Background: an optimization exercise with open tools, aiming at small area, a short achievable clock period and few clock cycles per item. Do not read the settings as production practice. In this exercise RTL edits were held to simulation tests only and were not proved equivalent to the original.

`run.sh`:
```
#!/bin/bash
# synth_recipe.tcl (not shown) runs the flow's synth.tcl, then flattens the netlist and writes it again
# the make line also repeats each setting of config.mk as NAME=value (left out here)
make -C /OpenROAD-flow-scripts/flow DESIGN_CONFIG=/design/flow/config.mk WORK_HOME=/design/flow/orfs CLKGATE_MAP_FILE= SYNTH_SCRIPT=/design/flow/synth_recipe.tcl finish
```
`config.mk`:
```
export PLATFORM = sky130hd
export DESIGN_NAME = chunk_decoder
export DESIGN_NICKNAME = chunk_decoder
export VERILOG_FILES = /design/flow/design.v
export SDC_FILE = /design/flow/constraint.sdc
export NUM_CORES = 4
export LEC_CHECK = 0
export CAP_MARGIN = 20
export CORE_MARGIN = 2
export CORE_UTILIZATION = 40
export SLEW_MARGIN = 20
```
`constraint.sdc`:
```
create_clock -name core_clock -period 7.0 [get_ports {clk}]
set_input_delay 1.4000 -clock core_clock [delete_from_list [all_inputs] [get_ports {clk}]]
set_output_delay 1.4000 -clock core_clock [all_outputs]
set_load 0.01 [all_outputs]
```
`design.v`:
```
module chunk_decoder (
    input  wire        clk,
    input  wire        rst,         
    input  wire        in_valid,
    input  wire [7:0]  in_data,
    output wire        in_ready,
    output wire        out_valid,
    input  wire        out_ready,
    output wire        out_hdr,
    output wire [3:0]  out_kind,
    output wire [23:0] out_value,
    output wire [8:0]  out_len,
    output wire [7:0]  out_data,
    output wire        fault,
    output wire [7:0]  fault_tag
);
    localparam [7:0] TAG_RSSI       = 8'h31;
    localparam [7:0] TAG_FREQOFFS   = 8'h52;
    localparam [7:0] TAG_ANTRSSI2   = 8'h55;
    localparam [7:0] TAG_TIMER      = 8'h70;
    localparam [7:0] TAG_RFFREQOFFS = 8'h73;
    localparam [7:0] TAG_DATARATE   = 8'h74;
    localparam [7:0] TAG_ANTRSSI3   = 8'h75;
    localparam [7:0] TAG_DATA       = 8'hE1;
    localparam [3:0] K_RSSI       = 4'd0;
    localparam [3:0] K_FREQOFFS   = 4'd1;
    localparam [3:0] K_ANTRSSI2   = 4'd2;
    localparam [3:0] K_TIMER      = 4'd3;
    localparam [3:0] K_RFFREQOFFS = 4'd4;
    localparam [3:0] K_DATARATE   = 4'd5;
    localparam [3:0] K_ANTRSSI3   = 4'd6;
    localparam [3:0] K_DATA       = 4'd7;
    localparam [3:0] K_UNKNOWN    = 4'd8;
    localparam [1:0] S_RECV  = 2'd0;
    localparam [1:0] S_HDR   = 2'd1;
    localparam [1:0] S_BYTES = 2'd2;
    localparam [1:0] S_FAULT = 2'd3;
    reg  [1:0] state;
    reg  [7:0] chunk_buf [0:256];    
    reg  [8:0] wr_cnt;               
    reg  [8:0] chunk_len;            
    reg  [8:0] rd_ptr;               
    reg  [7:0] fault_tag_r;
    wire       in_fire = in_valid && in_ready;
    wire [2:0] in_cls  = in_data[7:5];
    wire [2:0] cur_cls = chunk_buf[0][7:5];
    wire       bad_tag = (in_cls == 3'd4) || (in_cls == 3'd5) || (in_cls == 3'd6);
    reg  [8:0] len_now;
    reg        len_known;
    always @(*) begin
        len_now   = chunk_len;
        len_known = 1'b1;
        if (wr_cnt == 9'd0) begin
            case (in_cls)
                3'd0:    len_now = 9'd1;
                3'd1:    len_now = 9'd2;
                3'd2:    len_now = 9'd3;
                3'd3:    len_now = 9'd4;
                default: begin len_now = 9'd0; len_known = 1'b0; end
            endcase
        end else if (wr_cnt == 9'd1 && cur_cls == 3'd7) begin
            len_now = {1'b0, in_data} + 9'd2;
        end
    end
    wire chunk_done = len_known && (wr_cnt + 9'd1 == len_now);
    wire [7:0] tag = chunk_buf[0];
    wire [7:0] b1  = chunk_buf[1];
    wire [7:0] b2  = chunk_buf[2];
    wire [7:0] b3  = chunk_buf[3];
    reg  [3:0]  rec_kind;
    reg  [23:0] rec_value;
    reg  [8:0]  rec_len;
    reg  [8:0]  rec_start;
    always @(*) begin
        rec_kind  = K_UNKNOWN;
        rec_value = 24'd0;
        rec_len   = chunk_len;
        rec_start = 9'd0;
        if (tag == TAG_RSSI) begin
            rec_kind  = K_RSSI;
            rec_value = {{16{b1[7]}}, b1};
            rec_len   = 9'd0;
        end else if (tag == TAG_FREQOFFS) begin
            rec_kind  = K_FREQOFFS;
            rec_value = {8'h00, b1, b2};
            rec_len   = 9'd0;
        end else if (tag == TAG_ANTRSSI2) begin
            rec_kind  = K_ANTRSSI2;
            rec_value = {8'h00, b1, b2};
            rec_len   = 9'd0;
        end else if (tag == TAG_TIMER) begin
            rec_kind  = K_TIMER;
            rec_value = {b1, b2, b3};
            rec_len   = 9'd0;
        end else if (tag == TAG_RFFREQOFFS) begin
            rec_kind  = K_RFFREQOFFS;
            rec_value = {b1, b2, b3};
            rec_len   = 9'd0;
        end else if (tag == TAG_DATARATE) begin
            rec_kind  = K_DATARATE;
            rec_value = {b1, b2, b3};
            rec_len   = 9'd0;
        end else if (tag == TAG_ANTRSSI3) begin
            rec_kind  = K_ANTRSSI3;
            rec_value = {b1, b2, b3};
            rec_len   = 9'd0;
        end else if (tag == TAG_DATA && b1 != 8'd0) begin
            rec_kind  = K_DATA;
            rec_value = {16'h0000, b2};
            rec_len   = {1'b0, b1} - 9'd1;
            rec_start = 9'd3;
        end
    end
    wire out_fire = out_valid && out_ready;
    always @(posedge clk) begin
        if (rst) begin
            state       <= S_RECV;
            wr_cnt      <= 9'd0;
            chunk_len   <= 9'd0;
            rd_ptr      <= 9'd0;
            fault_tag_r <= 8'h00;
        end else begin
            case (state)
                S_RECV: begin
                    if (in_fire) begin
                        if (wr_cnt == 9'd0 && bad_tag) begin
                            fault_tag_r <= in_data;
                            state       <= S_FAULT;
                        end else begin
                            chunk_len <= len_now;
                            if (chunk_done) begin
                                wr_cnt <= 9'd0;
                                state  <= S_HDR;
                            end else begin
                                wr_cnt <= wr_cnt + 9'd1;
                            end
                        end
                    end
                end
                S_HDR: begin
                    if (out_fire) begin
                        rd_ptr <= rec_start;
                        if (rec_len == 9'd0)
                            state <= S_RECV;
                        else
                            state <= S_BYTES;
                    end
                end
                S_BYTES: begin
                    if (out_fire) begin
                        rd_ptr <= rd_ptr + 9'd1;
                        if (rd_ptr + 9'd1 == chunk_len)
                            state <= S_RECV;
                    end
                end
                default: ;   
            endcase
        end
    end
    always @(posedge clk) begin
        if (state == S_RECV && in_fire)
            chunk_buf[wr_cnt] <= in_data;
    end
    assign in_ready  = (state == S_RECV);
    assign out_valid = (state == S_HDR) || (state == S_BYTES);
    assign out_hdr   = (state == S_HDR);
    assign out_kind  = rec_kind;
    assign out_value = rec_value;
    assign out_len   = rec_len;
    assign out_data  = chunk_buf[rd_ptr];
    assign fault     = (state == S_FAULT);
    assign fault_tag = fault_tag_r;
endmodule
```
==> impl_metrics.yaml <==
timing:
  slew_headroom_pct: 24.67
  clock_skew_ns: 0.05985
  finalSetupViolations: 0
  final.min_clock_period_ns: 6.754
  finalCritPeriodShare_pct: 96.49
  fmax_mhz: 148.1
  hold_ws_ns: 0.4916
  fin_setup_tns_ns: 0
  setup_ws_ns: 0.2457
  tightest_slew_ns: 1.126
  rsz0062_at_grt: "no"
  final-max-slew-violation-count: 0
  hold_violations: 0
synth:
  ys.flop_type: "edfxtp_1"
  synth.most_common_cell: "edfxtp_1"
  syn_area_per_cell_sq_um: 21.90
  yosys.area.top_type: "edfxtp_1"
  syn_inst: 3822
  synthTopCellsByCount: "2080 x edfxtp_1, 664 x mux4_2, 320 x nor2_1"
  ys_types: 67
  post_synth_main_area_contributors: "edfxtp_1 75%, mux4_2 18%, nor2_1 1.4%"
  async_reset_ff_share_pct: 0
  yosys_warnings: 1
  synth_seq_cells: 2126
  yosysTopAreaCellShare_pct: 74.61
  netlist_area_sq_um: 83710
  synth_fp_nets: 3846
  synth_seq_area_share_pct: 75.71
  synth_edf_count: 2080
finish:
  area.growth.synth_to_final_pct: 13.60
  final_cells: 6949
  final_util_pct: 45.83
  final_layout_size_suffix_gt1_share_pct: 26.81
  fillCellCount: 17044
  fin_area_sq_um: 95100
  nNetsFinal: 4021
clock_network:
  clkSinkCount: 2126
  cts_tree: "built"
  cts_resized: 0
  clk_pin_slew_ns: 0.06
  worstSkewPairLatency_ns: 0.86
  holdBufCountCts: 0
  post_cts_buffers: 1
  clockBufferDepth: 3
  cts_max_level: 4
  cts_made_buffers: 208
  clock_tree.root_cell: "clkbuf_16"
floorplan:
  start_util_pct: 40.35
  ios: 69
  die_y_microns: 461.5
  fp.dieArea_sq_um: 213000
  core_sq_um: 207500
  dieWidth_microns: 461.5
  num_rows: 167
route:
  dr_total_vias: 39665
  drt_first_pass_iters: 6
  drc_errors: 0
  ant_nets: 0
  via_per_inst: 5.708
  drtIter0Drc: 4672
  routedWlPerCell_microns: 29.04
  routed_wl_mm: 201.8
power_and_ir_drop:
  p_total_mw: 28.65
  power.density_nw_per_um2: 301.3
  peakVddDrop_mv: 0.2340
  power_leakage_nw: 28.02
hold_path:
  min_path_type: "flip-flop to flip-flop"
setup_path:
  critPathKind: "flip-flop to primary output"
  crit_fanout: 39
  worstPathRequired_ns: 5.60
  critPathSlowestCell: "dfxtp_4"
  path_cells: "buf_12 -> buf_12 -> mux4_2 -> mux4_2 -> a211oi_1 -> a21oi_1 -> a21oi_1 -> o211ai_1 -> buf_4 -> clkdlybuf4s50_1"
  max_stage_delay_ns: 0.77
  start_kind: "flip-flop"
  crit_arrival_ns: 5.35
  end_kind: "primary output"
grt:
  grt_usage_pct: 19.03
  grt_max_degree: 192
  grt_pass1_wl_mm: 292.3
  grt_pass1_vias: 40221
  grt-ovfl-total: 0
  antenna_found_initial: 7
placement:
  placed_cells: 6574
  dpl_cell_area_sq_um: 88360
  io_buffer_count: 68
  place_congestion: 0.8138
  hpwl_mm: 123.5
  dp_slack_ns: 0.8992
run_status:
  status: "timing/DRC/antenna clean"
flow_run:
  max_cap_violations: 0
[sequential cells by signal (all words and copies together) (netlist names), named ones only]
register / cells
wr_cnt: 9
rd_ptr: 9
chunk_len: 9
state: 2
fault_tag_r: 8
chunk_buf: 2080
[path summary, 6_finish.rpt]
path,start,endpoint,slack (ns),cells past startpoint
worst min-delay path,fault_tag_r[7]$_SDFFE_PP0P_,fault_tag_r[7]$_SDFFE_PP0P_,0.49,2
worst max-delay path,flip-flop,out_data[7],0.25,10
worst min register to register,fault_tag_r[7]$_SDFFE_PP0P_,fault_tag_r[7]$_SDFFE_PP0P_,0.49,2
worst max register to register,wr_cnt[4]$_SDFFE_PP0P_,state[0]$_SDFFE_PP0P_,2.99,8
[final cells by class]
cell class | instances | area, sq um | area share, %
Sequential cell | 2126 | 63400 | 66.67
Antenna cell | 2 | 5.005 | 0.005263
Timing Repair Buffer | 199 | 2103 | 2.212
Inverter | 29 | 108.9 | 0.1145
Multi-Input combinational cell | 1433 | 19300 | 20.29
Clock buffer | 255 | 5381 | 5.659
Tap cell | 2788 | 3488 | 3.668
Clock inverter | 117 | 1318 | 1.385
[logic make-up (layout without fill, tap and decap cells)]
| kind of cell | count (synthesis) | in the layout | share of synthesized area [%] |
|---|---|---|---|
| buffers and inverters | 263 | 600 | 1.309 |
| adders and majority gates | 12 | 12 | 0.1793 |
| and+or+nand+nor | 516 | 516 | 2.741 |
| DFF | 2126 | 2126 | 75.71 |
| AOI/OAI and AO/OA | 176 | 176 | 1.465 |
| xor gates and xnor gates | 34 | 34 | 0.3557 |
| other | 0 | 2 | 0 |
| muxes | 695 | 695 | 18.24 |
[cells in the final DEF, fill, tap and decap left out, types with 7 or more instances in the layout]
cell type	netlist	layout
clkinv_2	0	30
xor2_1	14	14
a22oi_1	19	19
nand2_1	58	56
nor2_1	320	315
a31oi_1	7	7
buf_8	0	8
inv_1	29	29
a21o_1	8	8
a21oi_1	40	40
dfxtp_1	46	40
xnor2_1	20	20
o21ai_0	18	18
a211oi_1	27	27
and3_1	7	7
clkbuf_1	145	47
o211ai_1	9	9
nand3_1	29	23
clkbuf_16	0	208
nand4_1	12	12
buf_12	0	30
nor2b_1	23	23
ha_1	12	12
bufinv_16	0	21
a222oi_1	7	7
clkdlybuf4s50_1	0	60
edfxtp_1	2080	2080
nor3_1	13	13
mux4_2	664	664
nand2b_1	8	8
clkinv_1	0	46
a221o_1	9	9
mux2i_1	28	28
buf_4	2	99
[metal layers]
metal | routed length, microns | global-route usage (%)
met1 | 86290 | 27.34
met2 | 96400 | 29.94
met3 | 13220 | 3.044
met4 | 5881 | 5.942
met5 | 0 | 0
[critical path, delay by kind of cell, from the launching register on]
kind | cells | cell delay (ns)
AO/OA/AOI/OAI | 4 | 1.26
buffers and inverters | 4 | 1.35
flip-flops | 1 | 0.77
multiplexers | 2 | 1.11
[power by group]
group / internal [mW] / total (mW) / switching [mW]
clock: 6.25 / 11.0 / 4.79
sequential: 14.0 / 14.1 / 0.118
combinational: 1.62 / 3.48 / 1.86
total: 21.9 / 28.7 / 6.76
Testbench counts, summed over its fixed seeds: cycles 45,772, items 1,600.

-- afterwards: timing with drivers on the ports --
How much do the figures lean on ideal ports? The routed layout below was timed once more, with nothing changed but the port constraints. Step 1 (the two cells are an assumption about what drives the block):
set clk [get_ports {clk}]
set_driving_cell -lib_cell sky130_fd_sc_hd__clkbuf_16 $clk
set_driving_cell -lib_cell sky130_fd_sc_hd__buf_2 [delete_from_list [all_inputs] $clk]
Step 2 moves the port delays by t, midway between the first and last clock arrival at a register: inputs arrive t later, outputs are due t later. That takes back most of the time a late clock gives input paths. Slacks: no drivers / after step 1 / after step 2; pairs: no drivers / after step 1.
t, ns: 0.919
slack for setup (ns): 0.246 / 0.162 / 1.081
hold WS [ns]: 0.492 / 0.492 / 0.492
slew at the worst register clock pin (ns): 0.07 / 0.07
worst data-port slew with drivers (ns): 0.09
After both steps this run still meets setup and hold. For this run, drivers alone change the setup slack by -0.084 ns; drivers and shift together by +0.835 ns.
